This design comes from an exercise in tuning for small area on the open sky130 flow, not from production work.
Only simulation tests tie the RTL to the original design; equivalence was not proved.
No activity file was given, so power comes from the tool's default toggle rates.

===== flow/flow/run.sh =====
#!/bin/bash
# The standard layout (the standard.sh, standard synthesis included), with
# the port buffers made of the smallest buffer cell instead of the one
# buffer_ports picks by default. All of make's output goes to
# standard_make.log; ORFS keeps each step's own log under orfs/logs/.
set -uo pipefail
bash standard.sh "BUFFER_PORTS_ARGS=-buffer_cell sky130_fd_sc_hd__buf_1" finish > standard_make.log 2>&1
rc=$?
tail -n 40 standard_make.log
exit $rc

===== flow/standard.sh =====
#!/bin/bash
# synth_recipe.tcl (not shown) runs the flow's synth.tcl, then flattens the netlist and writes it again
# the make line also repeats each setting of config.mk as NAME=value (left out here)
make -C /OpenROAD-flow-scripts/flow DESIGN_CONFIG=/design/flow/config.mk WORK_HOME=/design/flow/orfs CLKGATE_MAP_FILE= SYNTH_SCRIPT=/design/flow/synth_recipe.tcl "${@:-finish}"

===== flow/config.mk =====
export PLATFORM = sky130hd
export DESIGN_NAME = tap_core
export DESIGN_NICKNAME = tap_core
export VERILOG_FILES = /design/flow/design.v
export SDC_FILE = /design/flow/constraint.sdc
export NUM_CORES = 4
export LEC_CHECK = 0
export CAP_MARGIN = 20
export CORE_MARGIN = 2
export CORE_UTILIZATION = 40
export CTS_BUF_LIST = sky130_fd_sc_hd__clkbuf_16
export CTS_CLUSTER_DIAMETER = 80
export CTS_CLUSTER_SIZE = 30
export SLEW_MARGIN = 20
export SYNTH_HIERARCHICAL = 1
export SYNTH_MINIMUM_KEEP_SIZE = 0

===== flow/constraint.sdc =====
create_clock -name core_clock -period 10.0 [get_ports {clk}]
set_input_delay 2.0000 -clock core_clock [delete_from_list [all_inputs] [get_ports {clk}]]
set_output_delay 2.0000 -clock core_clock [all_outputs]
set_load 0.01 [all_outputs]

===== flow/design.v =====
module tap_fsm (
    input  wire [3:0] state,
    input  wire       c,
    output reg  [3:0] next
);
    localparam RTI    = 4'd0,  SEL_DR = 4'd1,  CAP_DR = 4'd2,  SH_DR  = 4'd3,
               EX1_DR = 4'd4,  PAU_DR = 4'd5,  EX2_DR = 4'd6,  UPD_DR = 4'd7,
               TLR    = 4'd8,  SEL_IR = 4'd9,  CAP_IR = 4'd10, SH_IR  = 4'd11,
               EX1_IR = 4'd12, PAU_IR = 4'd13, EX2_IR = 4'd14, UPD_IR = 4'd15;
    always @(*) begin
        case (state)
            TLR:    next = c ? TLR    : RTI;
            RTI:    next = c ? SEL_DR : RTI;
            SEL_DR: next = c ? SEL_IR : CAP_DR;
            CAP_DR: next = c ? EX1_DR : SH_DR;
            SH_DR:  next = c ? EX1_DR : SH_DR;
            EX1_DR: next = c ? UPD_DR : PAU_DR;
            PAU_DR: next = c ? EX2_DR : PAU_DR;
            EX2_DR: next = c ? UPD_DR : SH_DR;
            UPD_DR: next = c ? SEL_DR : RTI;
            SEL_IR: next = c ? TLR    : CAP_IR;
            CAP_IR: next = c ? EX1_IR : SH_IR;
            SH_IR:  next = c ? EX1_IR : SH_IR;
            EX1_IR: next = c ? UPD_IR : PAU_IR;
            PAU_IR: next = c ? EX2_IR : PAU_IR;
            EX2_IR: next = c ? UPD_IR : SH_IR;
            default: next = c ? SEL_DR : RTI;    
        endcase
    end
endmodule
module ir_decode (
    input  wire [7:0] value,
    input  wire       hi_nz,
    output wire [3:0] code
);
    wire [3:0] u = value[7:4], l = value[3:0];
    wire u1 = (u == 4'h1), u2 = (u == 4'h2), u4 = (u == 4'h4), u6 = (u == 4'h6),
         u8 = (u == 4'h8), uF = (u == 4'hF);
    wire l1 = (l == 4'h1), l2 = (l == 4'h2), l3 = (l == 4'h3), l4 = (l == 4'h4),
         l5 = (l == 4'h5), l6 = (l == 4'h6), lF = (l == 4'hF);
    wire m0 = u8 & l3, m1 = u8 & l4, m2 = u8 & l5, m3 = u4 & l1, m4 = u4 & l3,
         m5 = uF & lF, m6 = u1 & l3, m7 = u1 & l4, m8 = u1 & l5, m9 = u4 & l4,
         m10 = u4 & l6, m11 = u2 & l2, m12 = u2 & l4, m13 = u6 & l1;
    wire any = !hi_nz & (m0|m1|m2|m3|m4|m5|m6|m7|m8|m9|m10|m11|m12|m13);
    assign code[3] = !any | m8|m9|m10|m11|m12|m13;
    assign code[2] = !any | m4|m5|m6|m7|m12|m13;
    assign code[1] = !any | m2|m3|m6|m7|m10|m11;
    assign code[0] = any & (m1|m3|m5|m7|m9|m11|m13);
endmodule
module shift_field (
    input  wire move,
    input  wire prev,
    input  wire keep,
    input  wire bit_q,
    input  wire lo_n,
    input  wire hi_n,
    output wire next
);
    assign next = (move & prev) | (keep & bit_q) | !(lo_n | hi_n);
endmodule
module tap_core (
    input  wire         clk,
    input  wire         rst,
    input  wire         frame,
    input  wire         c,
    input  wire         t,
    input  wire         h,
    output wire         ev_valid,
    output wire         ev_kind,
    output wire [127:0] ev_to_target,
    output wire [127:0] ev_to_host,
    output wire [3:0]   ev_instr,
    output wire [1:0]   fault
);
    localparam W = 128;
    localparam RTI = 4'd0;
    reg  [3:0] tap;
    reg        halted;
    wire [3:0] tap_next;
    reg  [7:0] len;
    reg        ir_hi;
    reg  [W-1:0] tt, th;
    wire step     = frame && !halted;
    wire at_cap   = (tap[2:0] == 3'd2);
    wire at_sh    = (tap[2:0] == 3'd3);
    wire overflow = step && at_sh && len[7];
    wire commit   = step && !overflow;
    wire cap      = commit && at_cap;
    wire sh       = commit && at_sh;
    wire sh_dr    = sh && !tap[3];
    wire sh_ir    = sh && tap[3];
    tap_fsm u_fsm (
        .state (tap),
        .c     (c),
        .next  (tap_next)
    );
    always @(posedge clk) begin
        if (rst) begin
            tap    <= RTI;
            halted <= 1'b0;
        end else begin
            if (overflow) halted <= 1'b1;
            if (commit)   tap    <= tap_next;
        end
    end
    always @(posedge clk) begin
        if (cap)     len <= 8'd0;
        else if (sh) len <= len + 1'b1;
        if (cap)     ir_hi <= 1'b0;
        else if (sh_ir && t && len[6:3] != 4'd0) ir_hi <= 1'b1;
    end
    wire       tt_move = sh_dr;
    wire       tt_keep = !cap && !sh_dr;
    wire [7:0] tt_lo_n = ~((sh_ir && t) ? (8'd1 << len[2:0]) : 8'd0);
    wire       th_move = sh_ir;
    wire       th_keep = !cap && !sh_ir;
    wire [7:0] th_lo_n = ~((sh_dr && h) ? (8'd1 << len[2:0]) : 8'd0);
    wire [15:0] hi_n   = ~(16'd1 << len[6:3]);
    wire [W:0]   tt_in = {tt, t};
    wire [W:0]   th_in = {th, h};
    wire [W-1:0] tt_n, th_n;
    genvar i;
    generate
        for (i = 0; i < W; i = i + 1) begin : g_bit
            shift_field u_tt (.move(tt_move), .prev(tt_in[i]), .keep(tt_keep), .bit_q(tt[i]),
                              .lo_n(tt_lo_n[i % 8]), .hi_n(hi_n[i / 8]), .next(tt_n[i]));
            shift_field u_th (.move(th_move), .prev(th_in[i]), .keep(th_keep), .bit_q(th[i]),
                              .lo_n(th_lo_n[i % 8]), .hi_n(hi_n[i / 8]), .next(th_n[i]));
        end
    endgenerate
    always @(posedge clk) begin
        tt <= tt_n;
        th <= th_n;
    end
    ir_decode u_dec (
        .value (tt[7:0]),
        .hi_nz (ir_hi),
        .code  (ev_instr)
    );
    assign ev_valid     = step && (tap[2:0] == 3'd7);
    assign ev_kind      = tap[3];
    assign ev_to_target = tt;
    assign ev_to_host   = th;
    assign fault        = {halted, 1'b0};
endmodule

==> results of run 1 <==
==> critical path: stages <==
cell and delay (ns):
buf_1 0.11, and4b_1 0.39, and2_1 0.17, buf_1 0.15
==> stage by stage <==
step	util, %	power, W	std cells	worst slack [ns]
after floorplan	-	0.00113	976	0.651
after global placement	46.0	0.00114	1566	5.16
after detailed placement	46.1	0.00114	1569	5.13
after CTS	47.9	0.00181	1593	5.18
after global routing	47.9	0.00185	1593	5.12
final	47.9	0.00179	1593	5.18
==> metal layers <==
layer  up-vias  wire length (um)
li1       4416                 -
met1      4563             15100
met2       336             15400
met3        39              2100
met4         0               605
met5         -                 0
==> cells by family (layout without fill, tap and decap cells) <==
kind of cell	after synthesis	in the layout	share of synthesized area, %
AO/OA/AOI/OAI	287	287	27.5
XOR/XNOR	6	6	0.520
adder cells (fa/ha/maj)	6	6	0.742
buffers and inverters	24	311	1.34
flip-flops	270	270	53.4
multiplexers	4	4	0.396
other	1	1	0.0371
AND/OR/NAND/NOR	378	378	16.0
==> state kept, by name, summed over array words and instances, names as in the netlist <==
name,count
halted,1
ir_hi,1
len,8
tap,4
th,128
tt,128
==> modules after synthesis (local to each module, per instance) <==
module       area (um^2)  copies in the design
ir_decode            393                     1
shift_field         13.8                   256
tap_core            6090                     1
tap_fsm              105                     1
==> cell type report <==
| type | instances | area (um^2) | area share [%] |
|---|---|---|---|
| clock buffer | 15 | 375 | 3.13 |
| clock inverter | 9 | 75.1 | 0.626 |
| inverter | 10 | 37.5 | 0.313 |
| multi-input combinational | 682 | 4600 | 38.3 |
| sequential | 270 | 5410 | 45.0 |
| tap | 330 | 413 | 3.44 |
| timing repair buffer | 277 | 1090 | 9.10 |
==> where the power goes <==
part           switching, W  internal, W
combinational     0.0000225    0.0000115
sequential       0.00000707      0.00108
clock              0.000387     0.000288
total              0.000416      0.00138
==> cells in the mapped netlist, types with 3 or more instances <==
| cell | count |
|---|---|
| nor2_1 | 282 |
| dfxtp_1 | 270 |
| a221o_1 | 256 |
| nand2_1 | 29 |
| inv_1 | 10 |
| nand3_1 | 9 |
| nand4_1 | 8 |
| nor2b_1 | 8 |
| a21oi_1 | 7 |
| and3_1 | 6 |
| ha_1 | 6 |
| buf_2 | 5 |
| nand2b_1 | 5 |
| o21ai_0 | 5 |
| xor2_1 | 5 |
| clkbuf_1 | 4 |
| mux2i_1 | 4 |
| nor3_1 | 4 |
| or3_1 | 3 |
==> how the worst max path moves through the flow <==
stage | start | to | slack (ns) | cells past startpoint
after floorplan | frame | tt[0] | 0.65 | 6
after global placement | frame | tt[96] | 5.16 | 8
after detailed placement | frame | th[66] | 5.13 | 6
after CTS | frame | ev_valid | 5.18 | 4
after global routing | frame | ev_valid | 5.12 | 4
final | frame | ev_valid | 5.18 | 4
==> metrics.md, run 1 <==
| Metric | Value |
|---|---|
| Startpoint types | input port |
| Global-route wire length before repair | 49.5 mm |
| Worst reg2reg setup slack | 6.61 ns |
| CTS sink count | 270 |
| Outcome | timing/DRC/antenna clean |
| Post-synth EDFFs | 0 |
| Cells resized by post-CTS repair | 0 |
| I/O pins | 270 |
| Die Height | 163 um |
| Initial DRC count | 1004 |
| Number of buffers created by CTS | 14 |
| Maximum fanout along the worst path | 9 |
| Vias per Instance | 5.87 |
| Via Count | 9354 |
| Remaining Overflow, GRT | 0 |
| Final GP Congestion | 0.807 |
| Clock transition at path regs | 0.11 ns |
| Main flop type after synthesis | dfxtp_1 |
| Fill count | between 2000 and 2500 |
| Largest net degree at the start of global routing | 95 |
| Minimum clock period | 4.82 ns |
| H-tree levels | 1 |
| Cell count after synthesis | 976 |
| Grt met2 use | 37.2% |
| Max-slew violations | 0 |
| Synth top area cells | dfxtp_1, a221o_1, nor2_1, nand2_1, ha_1 |
| Area growth, synth to finish | 18.6% |
| Normalized max-slew margin | 30.3% |
| WP data arrival | approximately 2.8 ns |
| Required @ worst endpoint | 8.00 ns |
| CTS Buffer Depth | 3 |
| Post-route cell area | 12000 um^2 |
| Final hold violation count | 0 |
| Diodes inserted | 0 |
| Most used routing layer | met2 |
| Setup TNS Final | 0 ns |
| Die width | between 150 and 200 um |
| Met3 GRT Util | 3.73% |
| CTS tree | yes |
| Syn. warnings | 8 |
| Post-CTS Hold Buffers | 0 |
| DRT antenna net count | 0 |
| Share of Yosys cell area claimed by the top area cell type | a little over half |
| Crit end category | primary output |
| Layout Skew | 0.0223 ns |
| Setup bufs post-CTS | 0 |
| Max Cap Viol | 0 |
| # setup viols final | 0 |
| Max Clk Rate | approximately 210 MHz |
| CTS root buf | clkbuf_16 |
| Worst reg2reg endpoint | tt[116] |
| Post-DP HPWL | 21.1 mm |
| Synth Register Bits | 270 |
| Core area | ~25000 um^2 |
| Most frequent cells in the layout | nor2_1, dfxtp_1, buf_1, a221o_1, nand2_1 |
| Initial antenna violation count | 0 |
| Die area | about 27000 um^2 |
| Vias in the first global route | 8195 |
| WL/cell | roughly 21 um |
| Starting Density | between 40% and 50% |
| Post-Synthesis Cell Area | just over 10000 um^2 |
| Tcrit/Tclk final | between 40% and 50% |
| Hold depth | 1 |
| Crit path kind | input port to primary output |
| Post-synth ARST share | 0% |
| Hold_ws | 0.495 ns |
| GR Util All Layers | between 20% and 30% |
| Layout cells sized above 1 | around 3.3% |
| Commonest non-fill, non-tap cell in the layout | nor2_1 |
| Worst r2r path cells | 7 |
| Cell taking the most area after synthesis | dfxtp_1 |
| Placed cell area | 11500 um^2 |
| DR pass1 iterations | 7 |
| Register area share after synthesis | 53.4% |
| Port bufs | 268 |
| Unique masters post-synth | 55 |
| RSZ-0062 raised after global routing | false |
| # rows | 58 |
| Syn Area/Cell | 10.4 um^2 |
| Clock Latency Late Sink | 0.51 ns |
| Hold Path End | tt[127] |
| DRT Wirelength | between 30 and 40 mm |
| Synthesized net count | slightly below 1000 |
| P_leak | approximately 4.2 nW |
| Hold_sp | tt[127] |
| Nets@finish | 1267 |
| Worst R2R Start | tap[1] |
| DRC | 0 |
| Hold Crit Class | register to register |
| PD cells | 150 nW/um^2 |
| Worst Tran Pin Value | 1.04 ns |
| GR met1 Demand/Resource | 33.9% |
| IR drop worst, VDD | 0.000113 V |
==> inputs of run 2 (changes only) <==
--- a/flow/design.v
+++ b/flow/design.v
@@ -33,11 +33,32 @@
     input  wire       hi_nz,
     output wire [3:0] code
 );
-    wire [3:0] u = value[7:4], l = value[3:0];
-    wire u1 = (u == 4'h1), u2 = (u == 4'h2), u4 = (u == 4'h4), u6 = (u == 4'h6),
-         u8 = (u == 4'h8), uF = (u == 4'hF);
-    wire l1 = (l == 4'h1), l2 = (l == 4'h2), l3 = (l == 4'h3), l4 = (l == 4'h4),
-         l5 = (l == 4'h5), l6 = (l == 4'h6), lF = (l == 4'hF);
+    wire [5:0] uh;    
+    wire [6:0] ul;    
+    ir_nib_hi u_hi (.n(value[7:4]), .d(uh));
+    ir_nib_lo u_lo (.n(value[3:0]), .d(ul));
+    ir_code   u_cd (.uh(uh), .ul(ul), .hi_nz(hi_nz), .code(code));
+endmodule
+module ir_nib_hi (
+    input  wire [3:0] n,
+    output wire [5:0] d
+);
+    assign d = {n == 4'hF, n == 4'h8, n == 4'h6, n == 4'h4, n == 4'h2, n == 4'h1};
+endmodule
+module ir_nib_lo (
+    input  wire [3:0] n,
+    output wire [6:0] d
+);
+    assign d = {n == 4'hF, n == 4'h6, n == 4'h5, n == 4'h4, n == 4'h3, n == 4'h2, n == 4'h1};
+endmodule
+module ir_code (
+    input  wire [5:0] uh,
+    input  wire [6:0] ul,
+    input  wire       hi_nz,
+    output wire [3:0] code
+);
+    wire u1 = uh[0], u2 = uh[1], u4 = uh[2], u6 = uh[3], u8 = uh[4], uF = uh[5];
+    wire l1 = ul[0], l2 = ul[1], l3 = ul[2], l4 = ul[3], l5 = ul[4], l6 = ul[5], lF = ul[6];
     wire m0 = u8 & l3, m1 = u8 & l4, m2 = u8 & l5, m3 = u4 & l1, m4 = u4 & l3,
          m5 = uF & lF, m6 = u1 & l3, m7 = u1 & l4, m8 = u1 & l5, m9 = u4 & l4,
          m10 = u4 & l6, m11 = u2 & l2, m12 = u2 & l4, m13 = u6 & l1;
@@ -57,6 +78,52 @@
     output wire next
 );
     assign next = (move & prev) | (keep & bit_q) | !(lo_n | hi_n);
+endmodule
+module pos_dec (
+    input  wire [6:0]  len,
+    input  wire        tt_set,
+    input  wire        th_set,
+    output wire [7:0]  tt_lo_n,
+    output wire [7:0]  th_lo_n,
+    output wire [15:0] hi_n
+);
+    wire [3:0] a, b, c;
+    wire [1:0] tt_s, th_s;
+    predec2 u_a (.x(len[4:3]), .y(a));
+    predec2 u_b (.x(len[6:5]), .y(b));
+    predec2 u_c (.x(len[1:0]), .y(c));
+    split2  u_tt (.en(tt_set), .x(len[2]), .y(tt_s));
+    split2  u_th (.en(th_set), .x(len[2]), .y(th_s));
+    nand_4x4 u_hi (.a(a), .b(b), .y_n(hi_n));
+    nand_4x2 u_tl (.a(c), .b(tt_s), .y_n(tt_lo_n));
+    nand_4x2 u_hl (.a(c), .b(th_s), .y_n(th_lo_n));
+endmodule
+module predec2 (
+    input  wire [1:0] x,
+    output wire [3:0] y
+);
+    assign y = 4'd1 << x;
+endmodule
+module split2 (
+    input  wire       en,
+    input  wire       x,
+    output wire [1:0] y
+);
+    assign y = {en & x, en & !x};
+endmodule
+module nand_4x4 (
+    input  wire [3:0]  a,
+    input  wire [3:0]  b,
+    output wire [15:0] y_n
+);
+    assign y_n = ~({{4{b[3]}}, {4{b[2]}}, {4{b[1]}}, {4{b[0]}}} & {4{a}});
+endmodule
+module nand_4x2 (
+    input  wire [3:0] a,
+    input  wire [1:0] b,
+    output wire [7:0] y_n
+);
+    assign y_n = ~({{4{b[1]}}, {4{b[0]}}} & {2{a}});
 endmodule
 module tap_core (
     input  wire         clk,
@@ -107,15 +174,22 @@
         if (cap)     len <= 8'd0;
         else if (sh) len <= len + 1'b1;
         if (cap)     ir_hi <= 1'b0;
-        else if (sh_ir && t && len[6:3] != 4'd0) ir_hi <= 1'b1;
-    end
-    wire       tt_move = sh_dr;
-    wire       tt_keep = !cap && !sh_dr;
-    wire [7:0] tt_lo_n = ~((sh_ir && t) ? (8'd1 << len[2:0]) : 8'd0);
-    wire       th_move = sh_ir;
-    wire       th_keep = !cap && !sh_ir;
-    wire [7:0] th_lo_n = ~((sh_dr && h) ? (8'd1 << len[2:0]) : 8'd0);
-    wire [15:0] hi_n   = ~(16'd1 << len[6:3]);
+        else if (sh_ir && t && hi_n[0]) ir_hi <= 1'b1;    
+    end
+    wire tt_move = sh_dr;
+    wire tt_keep = !cap && !sh_dr;
+    wire th_move = sh_ir;
+    wire th_keep = !cap && !sh_ir;
+    wire [7:0]  tt_lo_n, th_lo_n;
+    wire [15:0] hi_n;
+    pos_dec u_pos (
+        .len     (len[6:0]),
+        .tt_set  (sh_ir && t),
+        .th_set  (sh_dr && h),
+        .tt_lo_n (tt_lo_n),
+        .th_lo_n (th_lo_n),
+        .hi_n    (hi_n)
+    );
     wire [W:0]   tt_in = {tt, t};
     wire [W:0]   th_in = {th, h};
     wire [W-1:0] tt_n, th_n;
==> flow/flow/run.sh (replaced) <==
#!/bin/bash
# The standard layout (the standard.sh, standard synthesis included),
# with two changes to how it is built:
#  - the port buffers are the smallest buffer cell, not the one buffer_ports
#    picks by default;
#  - the clock tree uses small leaf buffers (clkbuf_4) in clusters of at most
#    10 flip-flops, clkbuf_16 above them, and no dummy loads.
# All of make's output goes to standard_make.log; ORFS keeps each step's own
# log under orfs/logs/.
set -uo pipefail
bash standard.sh \
  "BUFFER_PORTS_ARGS=-buffer_cell sky130_fd_sc_hd__buf_1" \
  "CTS_ARGS=-sink_clustering_enable -repair_clock_nets -dont_use_dummy_load -root_buf sky130_fd_sc_hd__clkbuf_16 -buf_list sky130_fd_sc_hd__clkbuf_4 -sink_clustering_size 10 -sink_clustering_max_diameter 50" \
  finish > standard_make.log 2>&1
rc=$?
tail -n 40 standard_make.log
exit $rc
--- a/flow/config.mk
+++ b/flow/config.mk
@@ -8,9 +8,6 @@
 export CAP_MARGIN = 20
 export CORE_MARGIN = 2
 export CORE_UTILIZATION = 40
-export CTS_BUF_LIST = sky130_fd_sc_hd__clkbuf_16
-export CTS_CLUSTER_DIAMETER = 80
-export CTS_CLUSTER_SIZE = 30
 export SLEW_MARGIN = 20
 export SYNTH_HIERARCHICAL = 1
 export SYNTH_MINIMUM_KEEP_SIZE = 0
==> metrics.md, run 2 <==
| Metric | Value |
|---|---|
| Final hold violation count | 0 |
| H-tree levels | 2 |
| Hold_ws | 0.495 ns |
| WP data arrival | 3.02 ns |
| Final GP Congestion | between 0.7 and 0.8 |
| Initial DRC count | 1023 |
| Syn. warnings | 8 |
| Cells resized by post-CTS repair | 0 |
| Maximum fanout along the worst path | 10 |
| Clock transition at path regs | 0.10 ns |
| DR pass1 iterations | 7 |
| CTS Buffer Depth | 3 |
| Synth top cells by count | dfxtp_1, nor2_1, a221o_1 |
| Post-Synthesis Cell Area | 10000 um^2 |
| Starting Density | 40.9% |
| Register area share after synthesis | 54.0% |
| IR drop worst, VDD | 0.0000675 V |
| RSZ-0062 raised after global routing | false |
| Most frequent cells in the layout | dfxtp_1, buf_1, nor2_1, a221o_1, nand2_1 |
| Port bufs | approximately 270 |
| Number of buffers created by CTS | 35 |
| Max-slew violations | 0 |
| Layout Skew | 0.0472 ns |
| Vias per Instance | 5.95 |
| Startpoint types | register |
| Largest family of logic cells by synthesized area | compound AO/OA/AOI/OAI gates |
| DRT antenna net count | 0 |
| Crit path kind | register to primary output |
| Via Count | around 9400 |
| Cell with the most instances after synthesis | dfxtp_1 |
| CTS root buf | clkbuf_16 |
| Core area | 24500 um^2 |
| Unique masters post-synth | 52 |
| Required @ worst endpoint | about 8.0 ns |
| Post-CTS Hold Buffers | 0 |
| Worst r2r path cells | 6 |
| PD cells | 149 nW/um^2 |
| Normalized max-slew margin | 33.7% |
| Clock Latency Late Sink | 0.50 ns |
| Synth Area in Adders | 0.125% |
| Synthesized net count | 964 |
| Hold depth | 1 |
| Commonest non-fill, non-tap cell in the layout | dfxtp_1 |
| Cell count after synthesis | 957 |
| Synth top area cells | dfxtp_1, a221o_1, nor2_1, nand2_1, o21ai_0 |
| Largest net degree at the start of global routing | 110 |
| Syn Area/Cell | 10.5 um^2 |
| Area growth, synth to finish | 18.2% |
| Post-DP HPWL | 20.6 mm |
| Post-synth EDFFs | 0 |
| DRT Wirelength | 33.1 mm |
| Die width | 162 um |
| Remaining Overflow, GRT | 0 |
| CTS sink count | 270 |
| Global-route wire length before repair | 49.5 mm |
| Max Cap Viol | 0 |
| Outcome | timing/DRC/antenna clean |
| Cell taking the most area after synthesis | dfxtp_1 |
| WL/cell | 20.9 um |
| Nets@finish | 1268 |
| Synth Register Bits | 270 |
| Synth Area in Simple Gates | about 16% |
| Die area | approximately 26000 um^2 |
| Minimum clock period | 5.02 ns |
| Post-synthesis compound-gate area fraction | between 20 and 30% |
| Diodes inserted | 0 |
| Mux cell area share after synthesis | less than 1% |
| GR Util All Layers | 23.7% |
| Synth Area in XOR/XNOR | 0% |
| # rows | 57 |
| Max Clk Rate | between 150 and 200 MHz |
| Dpl ws | approximately 5.3 ns |
| Top Registers | th (128), tt (128), len (8) |
| CTS tree | yes |
| Crit end category | primary output |
| Tcrit/Tclk final | 50.2% |
| Setup bufs post-CTS | 0 |
| Core Util, Final | 48.4% |
| Layout cells sized above 1 | 5.00% |
| Die Height | 162 um |
| Hold Crit Class | register to register |
| # setup viols final | 0 |
| Setup TNS Final | 0 ns |
| DRC | 0 |
| Share of Yosys cell area claimed by the top area cell type | 54.0% |
| Vias in the first global route | 8325 |
| Post-synth ARST share | 0% |
| Worst Tran Pin Value | 0.993 ns |
| Final worst setup slack | 4.98 ns |
| Main flop type after synthesis | dfxtp_1 |
| I/O pins | 270 |
| P_leak | 4.09 nW |
| Initial antenna violation count | 0 |
## run 2: per-module statistics from Yosys, one instance, submodules excluded, excerpt
module	flops+latches	copies in the design	cells
tap_core	270	1	346
ir_code	0	1	19
tap_fsm	0	1	19
ir_nib_lo	0	1	7
nand_4x4	0	1	16
ir_nib_hi	0	1	6
nand_4x2	0	2	8
predec2	0	3	4
split2	0	2	2
shift_field	0	256	2
## run 2: per-layer routing
layer  vias up  global-route usage, %  part of all wire [%]
met4         0                   7.16                   2.2
met2       357                   37.7                    47
met5         -                      0                     0
met3        50                   3.78                   5.8
met1      4605                   33.2                    45
li1       4411                      -                     -
## run 2: kinds of logic after synthesis
kind of cell / count (synthesis)
mux: 6
other cells: 1
buf+inv: 12
simple gates: 371
fa+ha+maj: 1
compound gates: 296
flops: 270
## run 2: path summary, 6_finish.rpt
check,startpoint,end,slack (ns)
worst max-delay path,tt[2],ev_instr[2],4.98
worst max register to register,tap[2],tt[100],6.95
worst min-delay path,th[127],th[127],0.49
worst min register to register,th[127],th[127],0.49
## run 2: power by group
group / internal (W) / switching (W) / total (W)
Combinational: 0.0000168 / 0.0000571 / 0.0000739
Clock: 0.000230 / 0.000359 / 0.000589
Sequential: 0.00108 / 0.0000161 / 0.00110
## run 2: cell type report
cell class	instances	area (um^2)
Clock buffer	35	350
Fill cell	2390	12600
Inverter	5	18.8
Multi-Input combinational cell	675	4570
Sequential cell	270	5410
Tap cell	324	405
Timing Repair Buffer	274	1080
## run 2: worst max-delay path, cell delays in order, from the launching register on
cell and delay (ns):
dfxtp_1 0.49, nor4b_1 0.81, a22oi_1 0.25, nand2_1 0.13, and4bb_1 0.25, or4b_1 0.48
buf_1 0.14
## run 2: metrics by stage
step	power, W	area (um^2)	instances
2_1_floorplan	0.00117	10000	957
3_3_place_gp	0.00119	11400	1547
3_5_place_dp	0.00120	11400	1547
4_1_cts	0.00178	11800	1582
5_1_grt	0.00183	11800	1583
6_report	0.00176	11800	1583
==> inputs of run 3 (changes only) <==
--- a/flow/design.v
+++ b/flow/design.v
@@ -3,10 +3,10 @@
     input  wire       c,
     output reg  [3:0] next
 );
-    localparam RTI    = 4'd0,  SEL_DR = 4'd1,  CAP_DR = 4'd2,  SH_DR  = 4'd3,
-               EX1_DR = 4'd4,  PAU_DR = 4'd5,  EX2_DR = 4'd6,  UPD_DR = 4'd7,
-               TLR    = 4'd8,  SEL_IR = 4'd9,  CAP_IR = 4'd10, SH_IR  = 4'd11,
-               EX1_IR = 4'd12, PAU_IR = 4'd13, EX2_IR = 4'd14, UPD_IR = 4'd15;
+    localparam RTI = 4'd0,  SEL_DR = 4'd4,  CAP_DR = 4'd1,  SH_DR = 4'd3,
+               EX1_DR = 4'd2,  PAU_DR = 4'd6,  EX2_DR = 4'd5,  UPD_DR = 4'd7,
+               TLR = 4'd8,  SEL_IR = 4'd12,  CAP_IR = 4'd9, SH_IR = 4'd11,
+               EX1_IR = 4'd10, PAU_IR = 4'd14, EX2_IR = 4'd13, UPD_IR = 4'd15;
     always @(*) begin
         case (state)
             TLR:    next = c ? TLR    : RTI;
@@ -24,7 +24,8 @@
             EX1_IR: next = c ? UPD_IR : PAU_IR;
             PAU_IR: next = c ? EX2_IR : PAU_IR;
             EX2_IR: next = c ? UPD_IR : SH_IR;
-            default: next = c ? SEL_DR : RTI;    
+            UPD_IR: next = c ? SEL_DR : RTI;
+            default: next = 4'bxxxx;    
         endcase
     end
 endmodule
@@ -148,7 +149,7 @@
     reg        ir_hi;
     reg  [W-1:0] tt, th;
     wire step     = frame && !halted;
-    wire at_cap   = (tap[2:0] == 3'd2);
+    wire at_cap   = (tap[2:0] == 3'd1);
     wire at_sh    = (tap[2:0] == 3'd3);
     wire overflow = step && at_sh && len[7];
     wire commit   = step && !overflow;
==> flow/flow/run.sh (replaced) <==
#!/bin/bash
# The standard layout (the standard.sh, standard synthesis included),
# with two changes to how it is built:
#  - the port buffers are the smallest buffer cell, not the one buffer_ports
#    picks by default;
#  - the clock tree uses small leaf buffers (clkbuf_4) in clusters of at most
#    10 flip-flops, clkbuf_8 above them, and no dummy loads.
# All of make's output goes to standard_make.log; ORFS keeps each step's own
# log under orfs/logs/.
set -uo pipefail
bash standard.sh \
  "BUFFER_PORTS_ARGS=-buffer_cell sky130_fd_sc_hd__buf_1" \
  "CTS_ARGS=-sink_clustering_enable -repair_clock_nets -dont_use_dummy_load -root_buf sky130_fd_sc_hd__clkbuf_8 -buf_list sky130_fd_sc_hd__clkbuf_4 -sink_clustering_size 10 -sink_clustering_max_diameter 50" \
  finish > standard_make.log 2>&1
rc=$?
tail -n 40 standard_make.log
exit $rc
==> metrics.md, run 3 <==
| Metric | Value |
|---|---|
| Outcome | timing/DRC/antenna clean |
| Setup TNS Final | 0 ns |
| Startpoint types | register |
| CTS tree | yes |
| Top Registers | th (128), tt (128), len (8) |
| Crit end category | primary output |
| Core Util, Final | 47.9% |
| Worst path top cell family by delay | simple AND/OR/NAND/NOR gates |
| Core area | 24300 um^2 |
| Worst Tran Pin Value | roughly 1.0 ns |
| Placed cell area | between 10000 and 15000 um^2 |
| DRT antenna net count | 0 |
| Most frequent cells in the layout | nor2_1, dfxtp_1, buf_1, a221o_1, nand2_1 |
| Post-synth ARST share | 0% |
| Met2 WL | between 15 and 20 mm |
| Initial antenna violation count | 0 |
| Layout Skew | 0.0462 ns |
| Cells resized by post-CTS repair | 0 |
| Clock Latency Late Sink | around 0.53 ns |
| Max Cap Viol | 0 |
| Post-route cell area | 11700 um^2 |
| Cell with the most instances after synthesis | nor2_1 |
| # rows | 57 |
| CP peak stage delay | about 0.73 ns |
| RSZ-0062 raised after global routing | false |
| CP max-delay cell | nor4b_1 |
| IR drop worst, VDD | 0.0000654 V |
| Tcrit/Tclk final | between 40% and 50% |
| Maximum fanout along the worst path | 10 |
| Crit path kind | register to primary output |
| Synthesized net count | 947 |
| Met3 wire len | around 1.9 mm |
| Max-slew violations | 0 |
| Diodes inserted | 0 |
| Die Height | 162 um |
| Final GP Congestion | 0.784 |
| DRC | 0 |
| Synth top area cells | dfxtp_1, a221o_1, nor2_1, nand2_1, nor4b_1 |
| Hold_sp | th[11] |
| Initial DRC count | around 1000 |
| Cell count after synthesis | between 900 and 1000 |
| Global-route wire length before repair | 49.6 mm |
| P_leak | slightly above 4 nW |
| Die area | 26100 um^2 |
| Unique masters post-synth | 47 |
| Worst R2R Start | tap[2] |
| Final worst setup slack | 5.04 ns |
| Layout cells sized above 1 | 5.31% |
| WP buf/inv | 1 |
| Register area share after synthesis | 54.5% |
| DR pass1 iterations | 7 |
| Dpl ws | 5.24 ns |
| Max Used Layer | met4 |
| I/O pins | 270 |
| Post-DP HPWL | 20.3 mm |
| Syn. warnings | 8 |
| # setup viols final | 0 |
| Worst reg2reg endpoint | th[101] |
| DRT Wirelength | 32.8 mm |
| H-tree levels | 2 |
| Synth top cells by count | nor2_1, dfxtp_1, a221o_1 |
| Hold depth | 1 |
| Vias per Instance | 5.91 |
| Setup bufs post-CTS | 0 |
| Largest net degree at the start of global routing | 96 |
| Hold Crit Class | register to register |
| Synth Register Bits | 270 |
| WL/cell | approximately 21 um |
| Max Clk Rate | 202 MHz |
| Via Count | 9263 |
| Hold Path End | th[12] |
| WL met1 | 14.5 mm |
| Worst reg2reg setup slack | 6.63 ns |
| GR Util All Layers | a little under a quarter |
| Minimum clock period | 4.96 ns |
| Clock transition at path regs | about 0.1 ns |
| Main flop type after synthesis | dfxtp_1 |
| Cell taking the most area after synthesis | dfxtp_1 |
| CTS root buf | clkbuf_8 |
| Post-Synthesis Cell Area | 9920 um^2 |
| Vias in the first global route | 8393 |
| Die width | 162 um |
| Nets@finish | around 1300 |
| Remaining Overflow, GRT | 0 |
| Post-synth EDFFs | 0 |
| Required @ worst endpoint | ~8 ns |
| WP data arrival | 2.96 ns |
| Starting Density | about two fifths |
| CTS sink count | 270 |
| Post-CTS Hold Buffers | 0 |
| Worst path cell trace | nor4b_1, a22oi_1, nand2_1, and4bb_1, or4b_1, buf_1 |
| Share of Yosys cell area claimed by the top area cell type | ~54% |
| Number of buffers created by CTS | 35 |
| Pwr Total | around 0.0017 W |
| Area growth, synth to finish | 17.4% |
| Port bufs | roughly 270 |
| PD cells | about 140 nW/um^2 |
| Normalized max-slew margin | 32.6% |
| Final hold violation count | 0 |
| Syn Area/Cell | 10.6 um^2 |
| Commonest non-fill, non-tap cell in the layout | nor2_1 |
| CTS Buffer Depth | 3 |
| Worst r2r path cells | 6 |
-- run 3: cell count changes in the layout (fill, tap and decap cells not counted), moves of 5 or more --
cell / before / now
nand2b_1: 8 / 1
nor2_1: 264 / 271
o21ai_0: 13 / 7
clkbuf_16: 5 / 0
clkbuf_8: 0 / 5
xor2_1: 0 / 5
-- run 3: metal layers --
layer | global-route usage (%) | vias to the layer above
li1 | - | 4343
met1 | 32.5 | 4551
met2 | 38.8 | 320
met3 | 3.90 | 49
met4 | 7.06 | 0
met5 | 0 | -
-- run 3: logic make-up after synthesis --
kind of cell | count (synthesis) | synth area share (%)
flops | 270 | 54.5
simple gates | 367 | 16.4
compound gates | 285 | 27.8
xor+xnor | 6 | 0.530
mux | 2 | 0.202
buf+inv | 8 | 0.504
fa+ha+maj | 1 | 0.126
other cells | 1 | 0.0378
-- run 3: how the worst max path moves through the flow --
stage / slack, ns / startpoint / end / cells after the start
2_1_floorplan: 1.13 / frame / th[0] / 5
3_3_place_gp: 5.28 / frame / ev_valid / 4
3_5_place_dp: 5.24 / frame / th[101] / 7
4_1_cts: 5.00 / tt[2] / ev_instr[2] / 6
5_1_grt: 4.75 / tt[2] / ev_instr[2] / 6
6_report: 5.04 / tt[2] / ev_instr[2] / 6
-- run 3: cell type report --
type / count / area (um^2)
Inverter: 3 / 11.3
Tap cell: 324 / 405
Sequential cell: 270 / 5410
Multi-Input combinational cell: 662 / 4490
Fill cell: 2453 / 12700
Clock buffer: 35 / 294
Timing Repair Buffer: 273 / 1040
-- run 3: Yosys stat by module (local to each module, per instance), a selection --
module       times used  flops+latches
tap_core              1            270
ir_code               1              0
tap_fsm               1              0
ir_nib_lo             1              0
nand_4x4              1              0
ir_nib_hi             1              0
nand_4x2              2              0
predec2               3              0
split2                2              0
shift_field         256              0
-- run 3: metrics by stage --
| step | hold slack (ns) | instances |
|---|---|---|
| detailed placement | 0.471 | 1532 |
| finish | 0.474 | 1567 |
| global route | 0.489 | 1567 |
| global placement | 0.467 | 1532 |
| CTS | 0.489 | 1567 |
| floorplan | 0.468 | 940 |
-- run 3: where the power goes --
group	total, W	leakage [nW]	internal [W]	switching (W)
clock network	0.000541	0.174	0.000186	0.000355
logic	0.0000294	1.72	0.00000875	0.0000206
registers	0.00109	2.17	0.00108	0.00000696
==> inputs of run 4 (changes only) <==
--- a/flow/design.v
+++ b/flow/design.v
@@ -141,52 +141,56 @@
     output wire [1:0]   fault
 );
     localparam W = 128;
-    localparam RTI = 4'd0;
     reg  [3:0] tap;
     reg        halted;
     wire [3:0] tap_next;
+    wire [15:0] hi_n;
     reg  [7:0] len;
     reg        ir_hi;
     reg  [W-1:0] tt, th;
-    wire step     = frame && !halted;
-    wire at_cap   = (tap[2:0] == 3'd1);
-    wire at_sh    = (tap[2:0] == 3'd3);
-    wire overflow = step && at_sh && len[7];
-    wire commit   = step && !overflow;
-    wire cap      = commit && at_cap;
-    wire sh       = commit && at_sh;
-    wire sh_dr    = sh && !tap[3];
-    wire sh_ir    = sh && tap[3];
+    wire [3:0] tap_n;
+    wire [7:0] len_n;
+    wire       halted_n, ir_hi_n;
+    wire       tt_move, tt_keep, th_move, th_keep, tt_set, th_set;
     tap_fsm u_fsm (
         .state (tap),
         .c     (c),
         .next  (tap_next)
     );
+    tap_ctrl u_ctrl (
+        .tap      (tap),
+        .tap_next (tap_next),
+        .halted   (halted),
+        .len      (len),
+        .ir_hi    (ir_hi),
+        .hi_pos   (hi_n[0]),    
+        .rst      (rst),
+        .frame    (frame),
+        .t        (t),
+        .h        (h),
+        .tap_n    (tap_n),
+        .halted_n (halted_n),
+        .len_n    (len_n),
+        .ir_hi_n  (ir_hi_n),
+        .tt_move  (tt_move),
+        .tt_keep  (tt_keep),
+        .th_move  (th_move),
+        .th_keep  (th_keep),
+        .tt_set   (tt_set),
+        .th_set   (th_set),
+        .ev_valid (ev_valid)
+    );
     always @(posedge clk) begin
-        if (rst) begin
-            tap    <= RTI;
-            halted <= 1'b0;
-        end else begin
-            if (overflow) halted <= 1'b1;
-            if (commit)   tap    <= tap_next;
-        end
+        tap    <= tap_n;
+        halted <= halted_n;
+        len    <= len_n;
+        ir_hi  <= ir_hi_n;
     end
-    always @(posedge clk) begin
-        if (cap)     len <= 8'd0;
-        else if (sh) len <= len + 1'b1;
-        if (cap)     ir_hi <= 1'b0;
-        else if (sh_ir && t && hi_n[0]) ir_hi <= 1'b1;    
-    end
-    wire tt_move = sh_dr;
-    wire tt_keep = !cap && !sh_dr;
-    wire th_move = sh_ir;
-    wire th_keep = !cap && !sh_ir;
     wire [7:0]  tt_lo_n, th_lo_n;
-    wire [15:0] hi_n;
     pos_dec u_pos (
         .len     (len[6:0]),
-        .tt_set  (sh_ir && t),
-        .th_set  (sh_dr && h),
+        .tt_set  (tt_set),
+        .th_set  (th_set),
         .tt_lo_n (tt_lo_n),
         .th_lo_n (th_lo_n),
         .hi_n    (hi_n)
@@ -212,9 +216,111 @@
         .hi_nz (ir_hi),
         .code  (ev_instr)
     );
-    assign ev_valid     = step && (tap[2:0] == 3'd7);
     assign ev_kind      = tap[3];
     assign ev_to_target = tt;
     assign ev_to_host   = th;
     assign fault        = {halted, 1'b0};
 endmodule
+module tap_ctrl (
+    input  wire [3:0] tap,
+    input  wire [3:0] tap_next,
+    input  wire       halted,
+    input  wire [7:0] len,
+    input  wire       ir_hi,
+    input  wire       hi_pos,
+    input  wire       rst,
+    input  wire       frame,
+    input  wire       t,
+    input  wire       h,
+    output wire [3:0] tap_n,
+    output wire       halted_n,
+    output wire [7:0] len_n,
+    output wire       ir_hi_n,
+    output wire       tt_move,
+    output wire       tt_keep,
+    output wire       th_move,
+    output wire       th_keep,
+    output wire       tt_set,
+    output wire       th_set,
+    output wire       ev_valid
+);
+    wire frame_n, step, step_n, tap0_n, col, cap, at_sh_n, len7_n, sh, sh_n, ovf, commit;
+    wire sh_dr, sh_ir, ihx;
+    g_inv   g_fn   (.a(frame), .y(frame_n));
+    g_nor2  g_step (.a(frame_n), .b(halted), .y(step));             
+    g_inv   g_t0n  (.a(tap[0]), .y(tap0_n));
+    g_nor2  g_col  (.a(tap[2]), .b(tap0_n), .y(col));               
+    g_andn3 g_cap  (.a_n(tap[1]), .b(step), .c(col), .y(cap));      
+    g_nand3 g_atsh (.a(step), .b(col), .c(tap[1]), .y(at_sh_n));    
+    g_inv   g_l7n  (.a(len[7]), .y(len7_n));
+    g_nor2  g_sh   (.a(at_sh_n), .b(len[7]), .y(sh));
+    g_nor2  g_ovf  (.a(at_sh_n), .b(len7_n), .y(ovf));
+    g_inv   g_stn  (.a(step), .y(step_n));
+    g_nor2  g_cmt  (.a(step_n), .b(ovf), .y(commit));               
+    g_inv   g_shn  (.a(sh), .y(sh_n));
+    g_nor2  g_shd  (.a(sh_n), .b(tap[3]), .y(sh_dr));
+    g_and2  g_shi  (.a(sh), .b(tap[3]), .y(sh_ir));
+    g_nor2  g_ttk  (.a(cap), .b(sh_dr), .y(tt_keep));
+    g_nor2  g_thk  (.a(cap), .b(sh_ir), .y(th_keep));
+    g_and2  g_tts  (.a(sh_ir), .b(t), .y(tt_set));
+    g_and2  g_ths  (.a(sh_dr), .b(h), .y(th_set));
+    g_and4  g_ev   (.a(step), .b(tap[2]), .c(tap[1]), .d(tap[0]), .y(ev_valid));
+    assign tt_move = sh_dr;
+    assign th_move = sh_ir;
+    wire hl_n;
+    g_nor2 g_hl0 (.a(halted), .b(ovf), .y(hl_n));
+    g_nor2 g_hl1 (.a(rst), .b(hl_n), .y(halted_n));
+    g_a21oi g_ih0 (.a1(tt_set), .a2(hi_pos), .b1(ir_hi), .y(ihx));
+    g_nor2  g_ih1 (.a(cap), .b(ihx), .y(ir_hi_n));
+    genvar i;
+    generate
+        for (i = 0; i < 4; i = i + 1) begin : g_tap
+            wire m_n;
+            g_mux2i g_m (.s(commit), .a0(tap[i]), .a1(tap_next[i]), .y(m_n));
+            g_nor2  g_r (.a(rst), .b(m_n), .y(tap_n[i]));
+        end
+    endgenerate
+    wire [7:0] cy;
+    assign cy[0] = sh;
+    generate
+        for (i = 0; i < 7; i = i + 1) begin : g_len
+            wire x;
+            g_xnor2 g_x (.a(len[i]), .b(cy[i]), .y(x));
+            g_nor2  g_c (.a(cap), .b(x), .y(len_n[i]));
+            g_and2  g_y (.a(len[i]), .b(cy[i]), .y(cy[i+1]));
+        end
+    endgenerate
+    wire l7_n;
+    g_nor2 g_l7a (.a(len[7]), .b(cy[7]), .y(l7_n));
+    g_nor2 g_l7b (.a(cap), .b(l7_n), .y(len_n[7]));
+endmodule
+module g_nor2 (input wire a, input wire b, output wire y);
+    assign y = !(a | b);
+endmodule
+module g_and2 (input wire a, input wire b, output wire y);
+    assign y = a & b;
+endmodule
+module g_inv (input wire a, output wire y);
+    assign y = !a;
+endmodule
+module g_nand3 (input wire a, input wire b, input wire c, output wire y);
+    assign y = !(a & b & c);
+endmodule
+module g_and3 (input wire a, input wire b, input wire c, output wire y);
+    assign y = a & b & c;
+endmodule
+module g_andn3 (input wire a_n, input wire b, input wire c, output wire y);
+    assign y = !a_n & b & c;
+endmodule
+module g_and4 (input wire a, input wire b, input wire c, input wire d, output wire y);
+    assign y = a & b & c & d;
+endmodule
+module g_xnor2 (input wire a, input wire b, output wire y);
+    assign y = !(a ^ b);
+endmodule
+module g_a21oi (input wire a1, input wire a2, input wire b1, output wire y);
+    assign y = !((a1 & a2) | b1);
+endmodule
+module g_mux2i (input wire s, input wire a0, input wire a1, output wire y);
+    assign y = !(s ? a1 : a0);
+endmodule
==> metrics.md, run 4 <==
| Metric | Value |
|---|---|
| Pwr Total | 0.00163 W |
| Via Count | 9174 |
| Top Registers | th (128), tt (128), len (8) |
| Syn. warnings | 8 |
| FF/Latch Area | around 5400 um^2 |
| # setup viols final | 0 |
| Port bufs | 268 |
| Required @ worst endpoint | 8.00 ns |
| Setup bufs post-CTS | 0 |
| Die area | 25900 um^2 |
| Area growth, synth to finish | 17.8% |
| Diodes inserted | 0 |
| Remaining Overflow, GRT | 0 |
| GR Util All Layers | a little under a quarter |
| Post-synth ARST share | 0% |
| Internal power | 0.00127 W |
| Die width | about 160 um |
| CTS tree | yes |
| Core area | 24200 um^2 |
| Synth Register Bits | 270 |
| Combinational power share | 0.9% |
| Clk pwr share | 32.8% |
| Fill count | 2391 |
| Maximum fanout along the worst path | 10 |
| Commonest non-fill, non-tap cell in the layout | nor2_1 |
| WL/cell | 20.5 um |
| Sequential share of power | 66.3% |
| Share of Yosys cell area claimed by the top area cell type | between 50% and 60% |
| RSZ-0062 raised after global routing | false |
| Number of buffers created by CTS | 35 |
| Outcome | timing/DRC/antenna clean |
| Synth top cells by count | nor2_1, dfxtp_1, a221o_1 |
| Setup TNS Final | 0 ns |
| Worst Tran Pin Value | 1.14 ns |
| Layout cells sized above 1 | under 10% |
| Cell taking the most area after synthesis | dfxtp_1 |
| NetSw | around 0.00036 W |
| Startpoint types | register |
| CTS root buf | clkbuf_8 |
| WP data arrival | 3.08 ns |
| Cell with the most instances after synthesis | nor2_1 |
| Core Util, Final | 47.9% |
| Post-DP HPWL | 19.9 mm |
| Max-slew violations | 0 |
| CTS sink count | 270 |
| CTS Buffer Depth | 3 |
| Post-Synthesis Cell Area | 9850 um^2 |
| PD cells | 140 nW/um^2 |
| Max Cap Viol | 0 |
| H-tree levels | 2 |
| Vias in the first global route | 8308 |
| Die Height | 161 um |
| Synth top area cells | dfxtp_1, a221o_1, nor2_1, nand2_1, and2_1 |
| DRT Wirelength | ~32 mm |
| DRC | 0 |
| Vias per Instance | 5.86 |
| Max Clk Rate | just under 200 MHz |
| Sw frac | 22.2% |
| Synthesized net count | approximately 940 |
| Clock Latency Late Sink | 0.54 ns |
| Main flop type after synthesis | dfxtp_1 |
| Global-route wire length before repair | 49.4 mm |
| Area of the multi-input gates | 4420 um^2 |
| Final hold violation count | 0 |
| Largest net degree at the start of global routing | 109 |
| DR pass1 iterations | 5 |
| Cell count after synthesis | between 900 and 1000 |
| Hold Crit Class | register to register |
| # rows | between 50 and 60 |
| Syn Area/Cell | between 10 and 15 um^2 |
| Post-synth EDFFs | 0 |
| Cells resized by post-CTS repair | 0 |
| Crit end category | primary output |
| Final GP Congestion | 0.847 |
| Post-CTS Hold Buffers | 0 |
| I/O pins | 270 |
| Initial DRC count | 937 |
| Register area share after synthesis | a little over half |
| Minimum clock period | 5.08 ns |
| Unique masters post-synth | 38 |
| Starting Density | 40.6% |
| P_leak | approximately 4.0 nW |
| IR drop worst, VDD | about 0.000077 V |
| Normalized max-slew margin | a little under a quarter |
| Clock transition at path regs | around 0.080 ns |
| Crit path kind | register to primary output |
| Most frequent cells in the layout | nor2_1, dfxtp_1, buf_1, a221o_1, nand2_1 |
| Nets@finish | 1249 |
| Initial antenna violation count | 0 |
| Layout Skew | between 0.06 and 0.07 ns |
| Tcrit/Tclk final | 50.8% |
| DRT antenna net count | 0 |
==> run 4: cell types whose count changed after synthesis, moves of 4 or more <==
cell,previous run,this run
nor2_1,273,283
xnor2_1,1,7
and2_1,5,10
nand2_1,42,37
xor2_1,5,0
inv_1,1,5
==> run 4: power by group through the flow <==
stage | clock [W] | combinational (W) | sequential (W)
CTS | 0.000552 | 0.0000142 | 0.00108
global route | 0.000600 | 0.0000161 | 0.00108
global placement | 0 | 0.0000141 | 0.00110
floorplan | 0 | 0.0000101 | 0.00110
finish | 0.000534 | 0.0000146 | 0.00108
detailed placement | 0 | 0.0000141 | 0.00110
==> run 4: metrics by stage <==
| step | cell area, um^2 | hold WS (ns) | cells | setup slack (ns) |
|---|---|---|---|---|
| 2_1_floorplan | 9860 | 0.463 | 936 | 0.618 |
| 3_3_place_gp | 11300 | 0.469 | 1529 | 5.39 |
| 3_5_place_dp | 11300 | 0.473 | 1529 | 5.35 |
| 4_1_cts | 11600 | 0.485 | 1564 | 5.01 |
| 5_1_grt | 11600 | 0.494 | 1565 | 4.78 |
| 6_report | 11600 | 0.489 | 1565 | 4.92 |
==> run 4: final cells by class <==
cell class	count	share of cell area [%]
Clock buffer	35	2.53
Inverter	7	0.226
Multi-Input combinational cell	656	38.1
Sequential cell	270	46.6
Tap cell	324	3.49
Timing Repair Buffer	273	9.10
==> run 4: worst max-delay path, cell delays in order (launching register included) <==
cell	delay, ns
dfxtp_1	0.49
nor4b_1	0.84
a22oi_1	0.25
nand2_1	0.15
and4bb_1	0.25
or4b_1	0.47
buf_1	0.14
==> run 4: worst paths after layout <==
path	slack (ns)	to	start	cells after the start
setup / recovery	4.92	ev_instr[2]	tt[2]	6
hold / removal	0.49	tt[22]	tt[21]	1
setup reg to reg	6.90	th[25]	tap[0]	11
hold reg to reg	0.49	tt[22]	tt[21]	1
==> run 4: per-module statistics from Yosys (local to each module, per instance), a selection <==
module       cells inside  flops+latches  times used  cell area [um^2]
shift_field             2              0         256              13.8
g_a21oi                 1              0           1              8.76
g_and2                  1              0          10              6.26
g_xnor2                 1              0           7              8.76
g_andn3                 1              0           1              8.76
ir_nib_lo               7              0           1              73.8
ir_code                19              0           1               131
nand_4x2                8              0           2              30.0
g_inv                   1              0           5              3.75
==> run 4: cell families (layout without fill, tap and decap cells) <==
kind of cell	Yosys count	count (layout)	share of synthesized area [%]
simple gates	366	366	16.0
compound gates	277	277	27.5
flops	270	270	54.9
buf+inv	10	315	0.533
xor+xnor	7	7	0.622
mux	5	5	0.508
other cells	1	1	0.0381
==> run 4: layer usage <==
layer	vias to the layer above	global-route usage [%]	routed length, um	part of all wire, %
met1	4448	33.8	14800	46
li1	4308	-	-	-
met5	-	0	0	0
met4	0	5.60	493	1.5
met3	38	5.73	2570	8.0
met2	380	36.2	14200	44
==> inputs of run 5 (changes only) <==
--- a/flow/design.v
+++ b/flow/design.v
@@ -103,14 +103,23 @@
     input  wire [1:0] x,
     output wire [3:0] y
 );
-    assign y = 4'd1 << x;
+    wire x0_n, x1_n;
+    g_inv  u_i0 (.a(x[0]), .y(x0_n));
+    g_inv  u_i1 (.a(x[1]), .y(x1_n));
+    g_nor2 u_y0 (.a(x[0]), .b(x[1]), .y(y[0]));
+    g_nor2 u_y1 (.a(x0_n), .b(x[1]), .y(y[1]));
+    g_nor2 u_y2 (.a(x[0]), .b(x1_n), .y(y[2]));
+    g_and2 u_y3 (.a(x[0]), .b(x[1]), .y(y[3]));
 endmodule
 module split2 (
     input  wire       en,
     input  wire       x,
     output wire [1:0] y
 );
-    assign y = {en & x, en & !x};
+    wire en_n;
+    g_inv  u_i  (.a(en), .y(en_n));
+    g_and2 u_y1 (.a(en), .b(x), .y(y[1]));
+    g_nor2 u_y0 (.a(en_n), .b(x), .y(y[0]));
 endmodule
 module nand_4x4 (
     input  wire [3:0]  a,
==> metrics.md, run 5 <==
| Metric | Value |
|---|---|
| Outcome | timing/DRC/antenna clean |
| H-tree levels | 2 |
| Final GP Congestion | 0.791 |
| P_leak | 4.03 nW |
| Synth Register Bits | 270 |
| Placed cell area | 11300 um^2 |
| Number of buffers created by CTS | 34 |
| Setup bufs post-CTS | 0 |
| Most frequent cells in the layout | nor2_1, dfxtp_1, buf_1, a221o_1, nand2_1 |
| Cell taking the most area after synthesis | dfxtp_1 |
| Max Clk Rate | 201 MHz |
| Final hold violation count | 0 |
| GR Util All Layers | 23.4% |
| Vias per Instance | 5.80 |
| Tcrit/Tclk final | between 40 and 50% |
| Crit end category | primary output |
| Cell with the most instances after synthesis | nor2_1 |
| Port bufs | 268 |
| Final worst setup slack | 5.03 ns |
| Area growth, synth to finish | 17.8% |
| Core Util, Final | 47.8% |
| Largest net degree at the start of global routing | ~110 |
| WL/cell | 20.3 um |
| Cells resized by post-CTS repair | 0 |
| Synthesized net count | 950 |
| Post-synth ARST share | 0% |
| DRC | 0 |
| Maximum fanout along the worst path | 10 |
| CTS root buf | clkbuf_8 |
| CTS tree | yes |
| DR pass1 iterations | 5 |
| Post-route cell area | about 12000 um^2 |
| Core area | between 20000 and 25000 um^2 |
| Post-synthesis compound-gate area fraction | 27.5% |
| # setup viols final | 0 |
| Commonest non-fill, non-tap cell in the layout | nor2_1 |
| Die width | 161 um |
| Post-Layout Cell Count | 1572 |
| PD cells | 140 nW/um^2 |
| WP data arrival | between 2 and 3 ns |
| Vias in the first global route | 8027 |
| Clock Latency Late Sink | 0.52 ns |
| Diodes inserted | 0 |
| Via Count | 9113 |
| Required @ worst endpoint | 8.00 ns |
| Synth Area in Adders | 0% |
| Largest family of logic cells by synthesized area | compound AO/OA/AOI/OAI gates |
| Die area | 25900 um^2 |
| Max Cap Viol | 0 |
| Synth top cells by count | nor2_1, dfxtp_1, a221o_1 |
| I/O pins | 270 |
| Top Registers | th (128), tt (128), len (8) |
| DRT Wirelength | roughly 32 mm |
| Post-DP HPWL | just under 20 mm |
| Syn Area/Cell | 10.4 um^2 |
| Normalized max-slew margin | 23.9% |
| Cell count after synthesis | ~940 |
| Synth Area in XOR/XNOR | 0.623% |
| RSZ-0062 raised after global routing | false |
| Fill count | ~2400 |
| Nets@finish | 1256 |
| Minimum clock period | 4.97 ns |
| Startpoint types | register |
| Syn. warnings | 8 |
| Max-slew violations | 0 |
| Worst Tran Pin Value | 1.14 ns |
| Crit path kind | register to primary output |
| Post-Synthesis Cell Area | approximately 9800 um^2 |
| Global-route wire length before repair | 48.0 mm |
| Synth top area cells | dfxtp_1, a221o_1, nor2_1, nand2_1, and2_1 |
| IR drop worst, VDD | 0.0000575 V |
| Placed instance count | ~1500 |
| Layout Skew | 0.0433 ns |
| CTS Buffer Depth | 3 |
| Synth Area in Simple Gates | 15.6% |
| Post-CTS Hold Buffers | 0 |
| Initial DRC count | between 700 and 800 |
| Main flop type after synthesis | dfxtp_1 |
| Starting Density | 40.6% |
| Remaining Overflow, GRT | 0 |
| Initial antenna violation count | 0 |
| Dpl ws | 5.26 ns |
| Mux cell area share after synthesis | 0.508% |
| DRT antenna net count | 0 |
| Share of Yosys cell area claimed by the top area cell type | 54.9% |
| Unique masters post-synth | 36 |
| CTS sink count | 270 |
| Setup TNS Final | 0 ns |
| Post-synth EDFFs | 0 |
| Clock transition at path regs | 0.10 ns |
| Layout cells sized above 1 | 4.17% |
| Die Height | between 150 and 200 um |
| Register area share after synthesis | 54.9% |
| Hold Crit Class | register to register |
| # rows | 57 |
run 5: kinds of logic after synthesis:
kind of cell | count (synthesis)
and+or+nand+nor | 366
AOI/OAI and AO/OA | 277
DFF | 270
buffers and inverters | 18
xor gates and xnor gates | 7
muxes | 5
other | 1
run 5: path summary, 6_finish.rpt:
path                            startpoint           to  slack, ns  cells past startpoint
worst min-delay path                tt[10]       tt[11]       0.48                      1
worst min register to register      tt[10]       tt[11]       0.48                      1
worst max register to register      tap[0]      th[114]       6.83                     12
worst max-delay path                 tt[2]  ev_instr[2]       5.03                      6
run 5: per-module statistics from Yosys (local to each module, per instance), a selection:
module	area, um^2	flops+latches	times used
g_inv	3.75	0	13
g_xnor2	8.76	0	7
g_and2	6.26	0	15
ir_code	131	0	1
tap_core	5420	270	1
ir_nib_hi	57.6	0	1
run 5: power by group:
group / switching [W] / internal, W
clock network: 0.000350 / 0.000181
registers: 0.00000231 / 0.00108
logic: 0.0000106 / 0.00000404
run 5: worst max-delay path, cell delays in order (launching register included):
cell and delay, ns:
dfxtp_1 0.49, nor4b_1 0.78, a22oi_1 0.23, nand2_1 0.13
and4bb_1 0.24, or4b_1 0.48, buf_1 0.14
run 5: area by class of cell:
| cell class | instances | area (um^2) | share of cell area (%) |
|---|---|---|---|
| clock buffer | 34 | 287 | 2.47 |
| inverter | 15 | 56.3 | 0.486 |
| multi-input combinational | 656 | 4380 | 37.8 |
| sequential | 270 | 5410 | 46.6 |
| tap | 324 | 405 | 3.50 |
| timing repair buffer | 273 | 1060 | 9.14 |
run 5: stage by stage:
step	power [W]	hold slack (ns)
floorplan	0.00111	0.463
global placement	0.00112	0.468
detailed placement	0.00112	0.471
CTS	0.00164	0.481
global route	0.00169	0.520
finish	0.00162	0.476
run 5: per-layer routing:
metal / up-vias / part of all wire (%) / GRT usage, %
met3: 59 / 6.3 / 4.96
met4: 0 / 2.3 / 6.70
met2: 324 / 46 / 37.1
met1: 4420 / 45 / 32.2
met5: - / 0 / 0
li1: 4310 / - / -
==> inputs of run 6 (changes only) <==
--- a/flow/config.mk
+++ b/flow/config.mk
@@ -7,7 +7,7 @@
 export LEC_CHECK = 0
 export CAP_MARGIN = 20
 export CORE_MARGIN = 2
-export CORE_UTILIZATION = 40
+export CORE_UTILIZATION = 50
 export SLEW_MARGIN = 20
 export SYNTH_HIERARCHICAL = 1
 export SYNTH_MINIMUM_KEEP_SIZE = 0
==> metrics.md, run 6 <==
| Metric | Value |
|---|---|
| Worst reg2reg endpoint | th[8] |
| Cell count after synthesis | 944 |
| Max Cap Viol | 0 |
| DRT Wirelength | 30.6 mm |
| Clock transition at path regs | 0.11 ns |
| Post-DP HPWL | 18.8 mm |
| Crit end category | primary output |
| Commonest non-fill, non-tap cell in the layout | nor2_1 |
| Starting Density | 50.7% |
| Syn. warnings | 8 |
| Setup bufs post-CTS | 0 |
| Hold Path End | tt[35] |
| Pwr Total | 0.00162 W |
| IR drop worst, VDD | between 0.00008 and 0.00009 V |
| Hold_ws | 0.488 ns |
| RSZ-0062 raised after global routing | false |
| Post-synth EDFFs | 0 |
| Worst r2r path cells | 12 |
| Placed instance count | 1478 |
| Tcrit/Tclk final | 50.1% |
| Share of Yosys cell area claimed by the top area cell type | 54.9% |
| Register area share after synthesis | 54.9% |
| Die width | approximately 140 um |
| Largest net degree at the start of global routing | 100 |
| Unique masters post-synth | 36 |
| Initial antenna violation count | 0 |
| Initial DRC count | approximately 860 |
| Via Count | 9174 |
| Die area | 20800 um^2 |
| Post-synth ARST share | 0% |
| Normalized max-slew margin | 31.3% |
| Global-route wire length before repair | 45.7 mm |
| FF/Latch Area | 5410 um^2 |
| GR Util All Layers | between 20% and 30% |
| Minimum clock period | around 5 ns |
| Layout Skew | 0.0470 ns |
| DR pass1 iterations | 5 |
| Most frequent cells in the layout | nor2_1, dfxtp_1, buf_1, a221o_1, nand2_1 |
| Maximum fanout along the worst path | 10 |
| Vias in the first global route | 7867 |
| Die Height | roughly 140 um |
| Number of buffers created by CTS | 34 |
| Area of the multi-input gates | 4380 um^2 |
| Worst Tran Pin Value | 1.03 ns |
| DRC | 0 |
| Clock Latency Late Sink | around 0.54 ns |
| Top Registers | th (128), tt (128), len (8) |
| I/O pins | 270 |
| Remaining Overflow, GRT | 0 |
| Vias per Instance | 6.07 |
| Nets@finish | 1255 |
| Area growth, synth to finish | 16.8% |
| Fill count | ~1800 |
| Hold_sp | tt[34] |
| WP data arrival | 3.01 ns |
| CTS root buf | clkbuf_8 |
| Crit path kind | register to primary output |
| Required @ worst endpoint | 8.00 ns |
| # setup viols final | 0 |
| CP startpoint | tt[2] |
| Post-Synthesis Cell Area | 9840 um^2 |
| Synthesized net count | 950 |
| Synth top area cells | dfxtp_1, a221o_1, nor2_1, nand2_1, and2_1 |
| CTS Buffer Depth | 3 |
| Main flop type after synthesis | dfxtp_1 |
| PD cells | between 100 and 150 nW/um^2 |
| Startpoint types | register |
| # rows | 51 |
| Synth Register Bits | 270 |
| Hold depth | 1 |
| Outcome | timing/DRC/antenna clean |
| Final GP Congestion | 0.845 |
| Core area | 19400 um^2 |
| WL/cell | 20.2 um |
| Post-CTS Hold Buffers | 0 |
| Max Clk Rate | 200 MHz |
| Synth top cells by count | nor2_1, dfxtp_1, a221o_1 |
| Worst reg2reg setup slack | 6.54 ns |
| Post-Layout Cell Count | 1512 |
| Diodes inserted | 0 |
| Setup TNS Final | 0 ns |
| Hold Crit Class | register to register |
| Syn Area/Cell | 10.4 um^2 |
| Worst R2R Start | tap[0] |
| Layout cells sized above 1 | 4.09% |
| H-tree levels | 2 |
| Port bufs | 268 |
| DRT antenna net count | 0 |
| P_leak | 4.02 nW |
| Max-slew violations | 0 |
| Final hold violation count | 0 |
| Cell with the most instances after synthesis | nor2_1 |
| Cells resized by post-CTS repair | 0 |
| CTS tree | yes |
| CTS sink count | 270 |
| Cell taking the most area after synthesis | dfxtp_1 |
-- run 6: worst max-delay path: stages (launching register included) --
cell      delay, ns
dfxtp_1        0.49
nor4b_1        0.79
a22oi_1        0.24
nand2_1        0.12
and4bb_1       0.23
or4b_1         0.47
buf_1          0.14
-- run 6: power breakdown --
part	leakage, nW	internal (W)	switching, W
combinational	1.68	0.00000370	0.0000104
sequential	2.17	0.00108	0.00000231
clock	0.169	0.000181	0.000347
total	4.02	0.00126	0.000360
-- run 6: modules after synthesis (local to each module, per instance), excerpt --
module / copies in the design / flip-flops and latches
tap_fsm: 1 / 0
g_mux2i: 4 / 0
g_and2: 15 / 0
g_a21oi: 1 / 0
tap_core: 1 / 270
nand_4x2: 2 / 0
ir_code: 1 / 0
g_andn3: 1 / 0
ir_nib_lo: 1 / 0
g_inv: 13 / 0
-- run 6: metal layers --
metal | vias to the layer above | global-route usage [%] | wire [um]
li1 | 4320 | - | -
met1 | 4407 | 40.0 | 13800
met2 | 388 | 41.3 | 13700
met3 | 59 | 6.09 | 2260
met4 | 0 | 9.66 | 841
met5 | - | 0 | 0
-- run 6: final cells by class --
type / count / share of cell area (%)
inverter: 15 / 0.490
clock buffer: 34 / 2.49
timing repair buffer: 272 / 9.01
multi-input combinational: 656 / 38.1
tap: 265 / 2.88
sequential: 270 / 47.0
-- run 6: how the worst max path moves through the flow --
stage / end / cells past startpoint
6_report: ev_instr[2] / 6
3_5_place_dp: th[17] / 13
4_1_cts: ev_instr[2] / 6
3_3_place_gp: th[117] / 12
5_1_grt: ev_instr[2] / 6
2_1_floorplan: tt[0] / 8
-- run 6: metrics by stage --
stage	util (%)	setup WS, ns	area (um^2)
floorplan	-	0.618	9850
global placement	57.8	5.12	11200
detailed placement	57.8	5.01	11200
CTS	59.3	5.06	11500
global route	59.3	4.79	11500
finish	59.3	4.99	11500
-- run 6: logic make-up after synthesis --
logic type                count (synthesis)  share of synthesized area, %
DFF                                     270                          54.9
other                                     1                        0.0381
AOI/OAI and AO/OA                       277                          27.5
buffers and inverters                    18                         0.839
and+or+nand+nor                         366                          15.6
muxes                                     5                         0.508
xor gates and xnor gates                  7                         0.623

[port drivers added, routing unchanged]
How much do the figures lean on ideal ports? The routed layouts below were timed once more, with nothing changed but the port constraints. Step 1 assumes that a clkbuf_16 drives the clock port and a buf_2 every other input. Step 2 also shifts input and output timing later by t, the mid clock arrival at the registers, as if the neighbouring blocks saw the same clock. a / b / c = no drivers / after step 1 / after step 2; a / b = the first two.
run | shift t [ns] | slack for setup (ns) | hold slack, ns | cell pins on the clock port's net
run 1 | 0.544 | 5.178 / 5.157 / 5.068 | 0.495 / 0.495 / 0.495 | 1
run 2 | 0.526 | 4.984 / 4.936 / 5.231 | 0.495 / 0.495 / 0.495 | 1
run 3 | 0.547 | 5.039 / 4.993 / 5.227 | 0.474 / 0.474 / 0.474 | 1
run 4 | 0.545 | 4.923 / 4.880 / 5.341 | 0.489 / 0.489 / 0.489 | 1
run 5 | 0.547 | 5.027 / 4.983 / 5.243 | 0.476 / 0.476 / 0.476 | 1
run 6 | 0.560 | 4.994 / 4.952 / 4.960 | 0.488 / 0.488 / 0.488 | 1
After both steps setup and hold are still met in every run listed. The setup slack of run 1, which loses most, moves by -0.021 ns with the drivers and by -0.110 ns with both steps.
